Context: an optimization exercise on an open-source flow, tuned for small area, a short achievable clock period and few clock cycles per item. The choices shown serve that exercise and are no tape-out recipe. At most, simulation tests tie the RTL to the original design; equivalence was not proved.

==> 12-21 <==
==> flow/design.v <==
module r30h (
    input  wire         clk,
    input  wire         rst,         
    input  wire         in_valid,
    input  wire [9:0]   in_token,    
    output wire         in_ready,
    output wire         done,
    output wire         failed,
    output wire [255:0] digest,
    output wire [31:0]  status
);
    localparam integer G         = 4;
    localparam integer KEY_START = 1212;
    localparam integer MID       = 1344;
    localparam integer LAST_GEN  = 2359;
    localparam integer FIRST_OUT = 1849;
    localparam integer LO        = 99;
    localparam integer HI        = 2589;
    localparam integer W         = HI - LO + 1;
    localparam integer KB        = KEY_START - LO;       
    localparam integer MI        = MID - LO;             
    localparam integer NCYC      = (LAST_GEN + G - 1) / G;       
    localparam integer SCYC      = (FIRST_OUT - 1) / G;          
    localparam integer M         = G / 2;                        
    localparam integer R         = (NCYC - SCYC) * M;            
    localparam [1:0] OP_INIT   = 2'd0,
                     OP_PUSH   = 2'd1,
                     OP_FINISH = 2'd2,
                     OP_ABORT  = 2'd3;
    reg         ready;       
    reg         done_r;      
    reg         failed_r;    
    reg         df_r;        
    reg         running;     
    reg         sampling;    
    reg         padx;        
    reg         fin_after;   
    reg         pad_after;   
    reg [9:0]   cnt;
    reg [63:0]  n;           
    reg         perr;
    reg         lovf;
    reg [7:0]   cause;
    reg [W-1:0] a;           
    reg [R-1:0] ring;        
    wire       absorb = ready && !df_r;
    wire       accept = in_valid && ready;
    wire [1:0] op     = in_token[9:8];
    wire [7:0] arg    = in_token[7:0];
    wire [4:0] fill   = n[4:0];
    wire [255:0] s    = ring[R-1 -: 256];
    wire do_init   = accept && op == OP_INIT;
    wire do_push   = accept && absorb && op == OP_PUSH;
    wire do_finish = accept && absorb && op == OP_FINISH;
    wire do_abort  = accept && absorb && op == OP_ABORT;
    wire short_fin = (fill <= 5'd24);
    wire [W-1:0] layer [0:G];
    assign layer[0] = a;
    genvar gl;
    generate
        for (gl = 0; gl < G; gl = gl + 1) begin : gen_layer
            assign layer[gl+1] = {layer[gl][W-2:0], 1'b0} ^
                                 (layer[gl] | {1'b0, layer[gl][W-1:1]});
        end
    endgenerate
    wire [M-1:0] smp;
    generate
        for (gl = 0; gl < M; gl = gl + 1) begin : gen_smp
            assign smp[M-1-gl] = layer[2*gl+1][MI];
        end
    endgenerate
    reg  [31:0]  lane_we;
    reg  [255:0] lane_val;
    integer i;
    always @(*) begin
        for (i = 0; i < 32; i = i + 1) begin
            lane_we[i] = (do_push && fill == i) ||
                         (do_finish && i >= fill) ||
                         padx;
            if (do_push)
                lane_val[255 - 8*i -: 8] = arg;
            else if (i >= 24 && (padx || short_fin))
                lane_val[255 - 8*i -: 8] = n[63 - 8*(i-24) -: 8];
            else
                lane_val[255 - 8*i -: 8] = 8'h00;
        end
    end
    wire [255:0] key_val = lane_val ^ s;
    reg [W-1:0] a_d;
    integer c;
    always @(*) begin
        for (c = 0; c < W; c = c + 1) begin
            if (running)
                a_d[c] = layer[G][c];
            else if (c >= KB && c < KB + 256)
                a_d[c] = lane_we[(c - KB) / 8] ? key_val[255 - (c - KB)] : a[c];
            else if (c == KB + 263)
                a_d[c] = 1'b1;
            else
                a_d[c] = 1'b0;
        end
    end
    always @(posedge clk)
        a <= a_d;
    always @(posedge clk) begin
        if (rst || do_init)
            ring[R-1 -: 256] <= 256'd0;
        else if (sampling)
            ring <= {ring[R-1-M:0], ring[R-1 -: M] ^ smp};
    end
    wire [64:0] n_inc = {1'b0, n} + 65'd1;
    always @(posedge clk) begin
        if (rst || do_init) begin
            ready     <= 1'b1;
            done_r    <= 1'b0;
            failed_r  <= 1'b0;
            df_r      <= 1'b0;
            running   <= 1'b0;
            sampling  <= 1'b0;
            padx      <= 1'b0;
            fin_after <= 1'b0;
            pad_after <= 1'b0;
            cnt       <= 10'd0;
            n         <= 64'd0;
            lovf      <= 1'b0;
            cause     <= 8'd0;
            if (rst)
                perr  <= 1'b0;
        end else begin
            if (accept && df_r)
                perr <= 1'b1;
            if (do_push) begin
                n <= n_inc[63:0];
                if (n_inc[64])
                    lovf <= 1'b1;
                if (fill == 5'd31) begin
                    ready     <= 1'b0;
                    running   <= 1'b1;
                    cnt       <= 10'd0;
                    fin_after <= 1'b0;
                    pad_after <= 1'b0;
                end
            end
            if (do_finish) begin
                ready     <= 1'b0;
                running   <= 1'b1;
                cnt       <= 10'd0;
                fin_after <= short_fin;
                pad_after <= !short_fin;
            end
            if (do_abort) begin
                cause    <= arg;
                failed_r <= 1'b1;
                df_r     <= 1'b1;
            end
            if (padx) begin
                padx      <= 1'b0;
                running   <= 1'b1;
                cnt       <= 10'd0;
                fin_after <= 1'b1;
                pad_after <= 1'b0;
            end
            if (running) begin
                cnt <= cnt + 10'd1;
                if (cnt == SCYC - 1)
                    sampling <= 1'b1;
                if (cnt == NCYC - 1) begin
                    running  <= 1'b0;
                    sampling <= 1'b0;
                    if (fin_after) begin
                        ready  <= 1'b1;
                        done_r <= 1'b1;
                        df_r   <= 1'b1;
                    end else if (pad_after) begin
                        padx   <= 1'b1;
                    end else begin
                        ready  <= 1'b1;
                    end
                end
            end
        end
    end
    assign in_ready = ready;
    assign done     = done_r;
    assign failed   = failed_r;
    assign digest   = s;
    assign status   = {10'd0, 1'b0, fill, cause, 1'b0, lovf, perr, 1'b0,
                       done_r, df_r, df_r, failed_r};
endmodule
==> flow/run.sh <==
#!/bin/bash
# synth_recipe.tcl (not shown) runs the flow's synth.tcl, then flattens the netlist and writes it again
# the make line also repeats each setting of config.mk as NAME=value (left out here)
make -C /OpenROAD-flow-scripts/flow DESIGN_CONFIG=/design/flow/config.mk WORK_HOME=/design/flow/orfs CLKGATE_MAP_FILE= SYNTH_SCRIPT=/design/flow/synth_recipe.tcl finish
==> flow/config.mk <==
export PLATFORM = sky130hd
export DESIGN_NAME = r30h
export DESIGN_NICKNAME = r30h
export VERILOG_FILES = /design/flow/design.v
export SDC_FILE = /design/flow/constraint.sdc
export NUM_CORES = 4
export LEC_CHECK = 0
export CAP_MARGIN = 20
export CORE_MARGIN = 2
export CORE_UTILIZATION = 40
export SLEW_MARGIN = 20
==> flow/constraint.sdc <==
create_clock -name core_clock -period 5.0 [get_ports {clk}]
set_input_delay 1.0000 -clock core_clock [delete_from_list [all_inputs] [get_ports {clk}]]
set_output_delay 1.0000 -clock core_clock [all_outputs]
set_load 0.01 [all_outputs]
==> 10-01: changes against 12-21 <==
==> flow/design.v, changed modules only <==
module r30h (
    input  wire         clk,
    input  wire         rst,         
    input  wire         in_valid,
    input  wire [9:0]   in_token,    
    output wire         in_ready,
    output wire         done,
    output wire         failed,
    output wire [255:0] digest,
    output wire [31:0]  status
);
    localparam integer G         = 5;
    localparam integer KEY_START = 1212;
    localparam integer MID       = 1344;
    localparam integer LAST_GEN  = 2359;
    localparam integer FIRST_OUT = 1849;
    localparam integer LO        = 99;
    localparam integer HI        = 2589;
    localparam integer W         = HI - LO + 1;
    localparam integer KB        = KEY_START - LO;       
    localparam integer MI        = MID - LO;             
    localparam integer NCYC      = (LAST_GEN + G - 1) / G;
    localparam integer SCYC      = (FIRST_OUT - 1) / G;
    localparam integer NS        = NCYC - SCYC;
    localparam integer M         = (G + 1) / 2;
    localparam integer R         = NS * M;
    localparam [1:0] OP_INIT   = 2'd0,
                     OP_PUSH   = 2'd1,
                     OP_FINISH = 2'd2,
                     OP_ABORT  = 2'd3;
    reg         ready;       
    reg         done_r;      
    reg         failed_r;    
    reg         df_r;        
    reg         running;     
    reg         run_n;       
    reg         sampling;    
    reg         odd;         
    reg         padx;        
    reg         fin_after;   
    reg         pad_after;   
    reg [9:0]   cnt;
    reg [63:0]  n;           
    reg         sf;          
    reg         perr;
    reg         lovf;
    reg [7:0]   cause;
    reg [W-1:0] a;           
    reg [R-1:0] ring;
    wire       absorb = ready && !df_r;
    wire       accept = in_valid && ready;
    wire [1:0] op     = in_token[9:8];
    wire [7:0] arg    = in_token[7:0];
    wire [4:0] fill   = n[4:0];
    wire do_init   = accept && op == OP_INIT;
    wire do_push   = accept && absorb && op == OP_PUSH;
    wire do_finish = accept && absorb && op == OP_FINISH;
    wire do_abort  = accept && absorb && op == OP_ABORT;
    wire short_fin = sf;
    wire [W-1:0] layer [0:G-1];
    wire [W-1:0] last_n;         
    assign layer[0] = a;
    genvar gl, gc;
    generate
        for (gl = 0; gl < G; gl = gl + 1) begin : gen_layer
            wire [W-1:0] nr;         
            r30h_nor2 #(.N(W)) u_or (
                .a(layer[gl]),
                .b({1'b0, layer[gl][W-1:1]}),
                .y(nr)
            );
            if (gl < G - 1) begin : g_mid
                r30h_xnor2 #(.N(W)) u_x (
                    .a({layer[gl][W-2:0], 1'b0}),
                    .b(nr),
                    .y(layer[gl+1])
                );
            end else begin : g_last
                r30h_xor2 #(.N(W)) u_x (
                    .a({layer[gl][W-2:0], 1'b0}),
                    .b(nr),
                    .y(last_n)
                );
            end
        end
    endgenerate
    wire [G:1] mid;
    generate
        for (gl = 1; gl < G; gl = gl + 1) begin : gen_mid
            assign mid[gl] = layer[gl][MI];
        end
    endgenerate
    assign mid[G] = !last_n[MI];
    wire [M-1:0] smp;
    wire [M-1:0] smp_in;
    generate
        for (gl = 0; gl < M; gl = gl + 1) begin : gen_smp
            if (2*gl + 2 <= G) begin : g_both
                assign smp[gl] = odd ? mid[2*gl+2] : mid[2*gl+1];
            end else begin : g_even_only
                assign smp[gl] = odd ? 1'b0 : mid[2*gl+1];
            end
            assign smp_in[M-1-gl] = smp[gl];
        end
    endgenerate
    wire [255:0] s;              
    generate
        for (gl = 0; gl < 256; gl = gl + 1) begin : gen_s
            localparam integer GEN = FIRST_OUT + 2*gl;
            localparam integer J   = (GEN - 1) / G - SCYC;
            localparam integer Q   = (GEN - (SCYC + J) * G - 1) / 2;
            assign s[255-gl] = ring[R-1-J*M-Q];
        end
    endgenerate
    always @(posedge clk) begin
        if (rst || do_init)
            ring <= {R{1'b0}};
        else if (sampling)
            ring <= {ring[R-1-M:0], ring[R-1 -: M] ^ smp_in};
    end
    wire [31:0]  lane_we;
    wire [255:0] lane_val;
    genvar gi;
    generate
        for (gi = 0; gi < 32; gi = gi + 1) begin : gen_lane
            assign lane_we[gi] = (do_push && fill == gi) ||
                                 (do_finish && fill <= gi) ||
                                 padx;
            if (gi < 24) begin : g_data
                assign lane_val[255 - 8*gi -: 8] = do_push ? arg : 8'h00;
            end else begin : g_len
                assign lane_val[255 - 8*gi -: 8] =
                    do_push                ? arg :
                    (padx || short_fin)    ? n[63 - 8*(gi-24) -: 8] : 8'h00;
            end
        end
    endgenerate
    wire [255:0] key_val = lane_val ^ s;
    wire [W-1:0] a_run;          
    r30h_nor2 #(.N(W)) u_ld (
        .a({W{run_n}}),
        .b(last_n),
        .y(a_run)
    );
    generate
        for (gc = 0; gc < W; gc = gc + 1) begin : gen_a
            if (gc >= KB && gc < KB + 256) begin : g_key
                wire idle = lane_we[(gc - KB) / 8] ? key_val[255 - (gc - KB)]
                                                   : a[gc];
                wire d;
                r30h_selrun u_sel (.run(running), .yn(last_n[gc]), .idle(idle), .d(d));
                always @(posedge clk)
                    a[gc] <= d;
            end else if (gc == KB + 263) begin : g_one
                always @(posedge clk)
                    a[gc] <= !(running && last_n[gc]);
            end else begin : g_zero
                always @(posedge clk)
                    a[gc] <= a_run[gc];
            end
        end
    endgenerate
    wire [64:0] n_inc = {1'b0, n} + 65'd1;
    always @(posedge clk) begin
        if (rst || do_init) begin
            ready     <= 1'b1;
            done_r    <= 1'b0;
            failed_r  <= 1'b0;
            df_r      <= 1'b0;
            running   <= 1'b0;
            run_n     <= 1'b1;
            sampling  <= 1'b0;
            odd       <= 1'b0;
            padx      <= 1'b0;
            fin_after <= 1'b0;
            pad_after <= 1'b0;
            cnt       <= 10'd0;
            n         <= 64'd0;
            sf        <= 1'b1;
            lovf      <= 1'b0;
            cause     <= 8'd0;
            if (rst)
                perr  <= 1'b0;
        end else begin
            if (accept && df_r)
                perr <= 1'b1;
            if (do_push) begin
                n <= n_inc[63:0];
                sf <= (fill <= 5'd23) || (fill == 5'd31);
                if (n_inc[64])
                    lovf <= 1'b1;
                if (fill == 5'd31) begin
                    ready     <= 1'b0;
                    running   <= 1'b1;
                    run_n     <= 1'b0;
                    cnt       <= 10'd0;
                    odd       <= 1'b0;
                    fin_after <= 1'b0;
                    pad_after <= 1'b0;
                end
            end
            if (do_finish) begin
                ready     <= 1'b0;
                running   <= 1'b1;
                run_n     <= 1'b0;
                cnt       <= 10'd0;
                odd       <= 1'b0;
                fin_after <= short_fin;
                pad_after <= !short_fin;
            end
            if (do_abort) begin
                cause    <= arg;
                failed_r <= 1'b1;
                df_r     <= 1'b1;
            end
            if (padx) begin
                padx      <= 1'b0;
                running   <= 1'b1;
                run_n     <= 1'b0;
                cnt       <= 10'd0;
                odd       <= 1'b0;
                fin_after <= 1'b1;
                pad_after <= 1'b0;
            end
            if (running) begin
                cnt <= cnt + 10'd1;
                if (G % 2 == 1)
                    odd <= !odd;
                if (cnt == SCYC - 1)
                    sampling <= 1'b1;
                if (cnt == NCYC - 1) begin
                    running  <= 1'b0;
                    run_n    <= 1'b1;
                    sampling <= 1'b0;
                    if (fin_after) begin
                        ready  <= 1'b1;
                        done_r <= 1'b1;
                        df_r   <= 1'b1;
                    end else if (pad_after) begin
                        padx   <= 1'b1;
                    end else begin
                        ready  <= 1'b1;
                    end
                end
            end
        end
    end
    assign in_ready = ready;
    assign done     = done_r;
    assign failed   = failed_r;
    assign digest   = s;
    assign status   = {10'd0, 1'b0, fill, cause, 1'b0, lovf, perr, 1'b0,
                       done_r, df_r, df_r, failed_r};
endmodule
module r30h_nor2 #(parameter integer N = 1) (
    input  wire [N-1:0] a,
    input  wire [N-1:0] b,
    output wire [N-1:0] y
);
    assign y = ~(a | b);
endmodule
module r30h_xnor2 #(parameter integer N = 1) (
    input  wire [N-1:0] a,
    input  wire [N-1:0] b,
    output wire [N-1:0] y
);
    assign y = ~(a ^ b);
endmodule
module r30h_xor2 #(parameter integer N = 1) (
    input  wire [N-1:0] a,
    input  wire [N-1:0] b,
    output wire [N-1:0] y
);
    assign y = a ^ b;
endmodule
module r30h_selrun (
    input  wire run,
    input  wire yn,
    input  wire idle,
    output wire d
);
    assign d = run ? !yn : idle;
endmodule
CORE_UTILIZATION = 65   (was 40)
SETUP_SLACK_MARGIN = 2.2   (was not set)
SYNTH_HIERARCHICAL = 1   (was not set)
SYNTH_MINIMUM_KEEP_SIZE = 0   (was not set)
==> qor summary <==
| metric | 10-01 | 12-21 |
|---|---|---|
| Status | timing/DRC/antenna clean | timing/DRC/antenna clean |
| Type of the setup path with the least slack | in -> reg | reg -> out |
| Net count of the finished layout | 33100 | 30000 |
| Startpoint of the lowest-slack hold path | cause[6] | cnt[8] |
| Inverters | 286 | 35 |
| Type of element capturing the critical path | flip-flop | output port |
| Highest cell delay on the worst timing path | 0.59 ns | 0.84 ns |
| Met2 usage in global routing | 42.5% | 29.2% |
| Via count | 190000 | 211000 |
| Syn Std Cell Area | 0.241 mm2 | 0.237 mm2 |
| Clock network area share | 4.52% | 5.16% |
| Met1 track demand over resource | 29.7% | 23.3% |
| End point of the critical path | a[1308] | status[17] |
| Average via count per standard cell | 4.96 | 5.55 |
| Reg2reg end | ring[0] | a[1330] |
| Crit path required time | 5.83 ns | 4.00 ns |
| CP max-delay cell | clkdlybuf4s50_1 | dfxtp_1 |
| Quantity of gates resized following cts | 646 | 0 |
| Insertion delay to the later sink of the worst-skew pair | 0.95 ns | 1.03 ns |
Testbench counts of 10-01, summed over its fixed seeds: cycles 110,537, blocks 222.
For 12-21, only the layout was checked, not whether the RTL still works.

## static timing again, ports no longer ideal
No port has a modelled driver above. Below, the same layouts with a new extraction and two added sets of constraints. Step 1, drivers: a clkbuf_16 drives clk and a buf_2 each remaining input, both assumed. Step 2, shift: input delay + t, output delay - t, t = (earliest + latest rising clock arrival at the registers) / 2. This alone moves slack from input paths to output paths. Three values: ideal, step 1, step 2; two values: the first two.
run | t, ns | setup slack, ns | hold WS [ns] | worst register clock-pin slew, ns | cell pins on the clock port's net
12-21 | 1.103 | 1.358 / 1.238 / 0.600 | 0.503 / 0.503 / 0.503 | 0.07 / 0.07 | 1
10-01 | 1.026 | 2.210 / 2.154 / 1.261 | 0.463 / 0.463 / 0.463 | 0.07 / 0.07 | 1
After both steps setup and hold are still met in every run listed. For 10-01, which loses most, drivers alone change the setup slack by -0.056 ns; drivers and shift together by -0.949 ns.
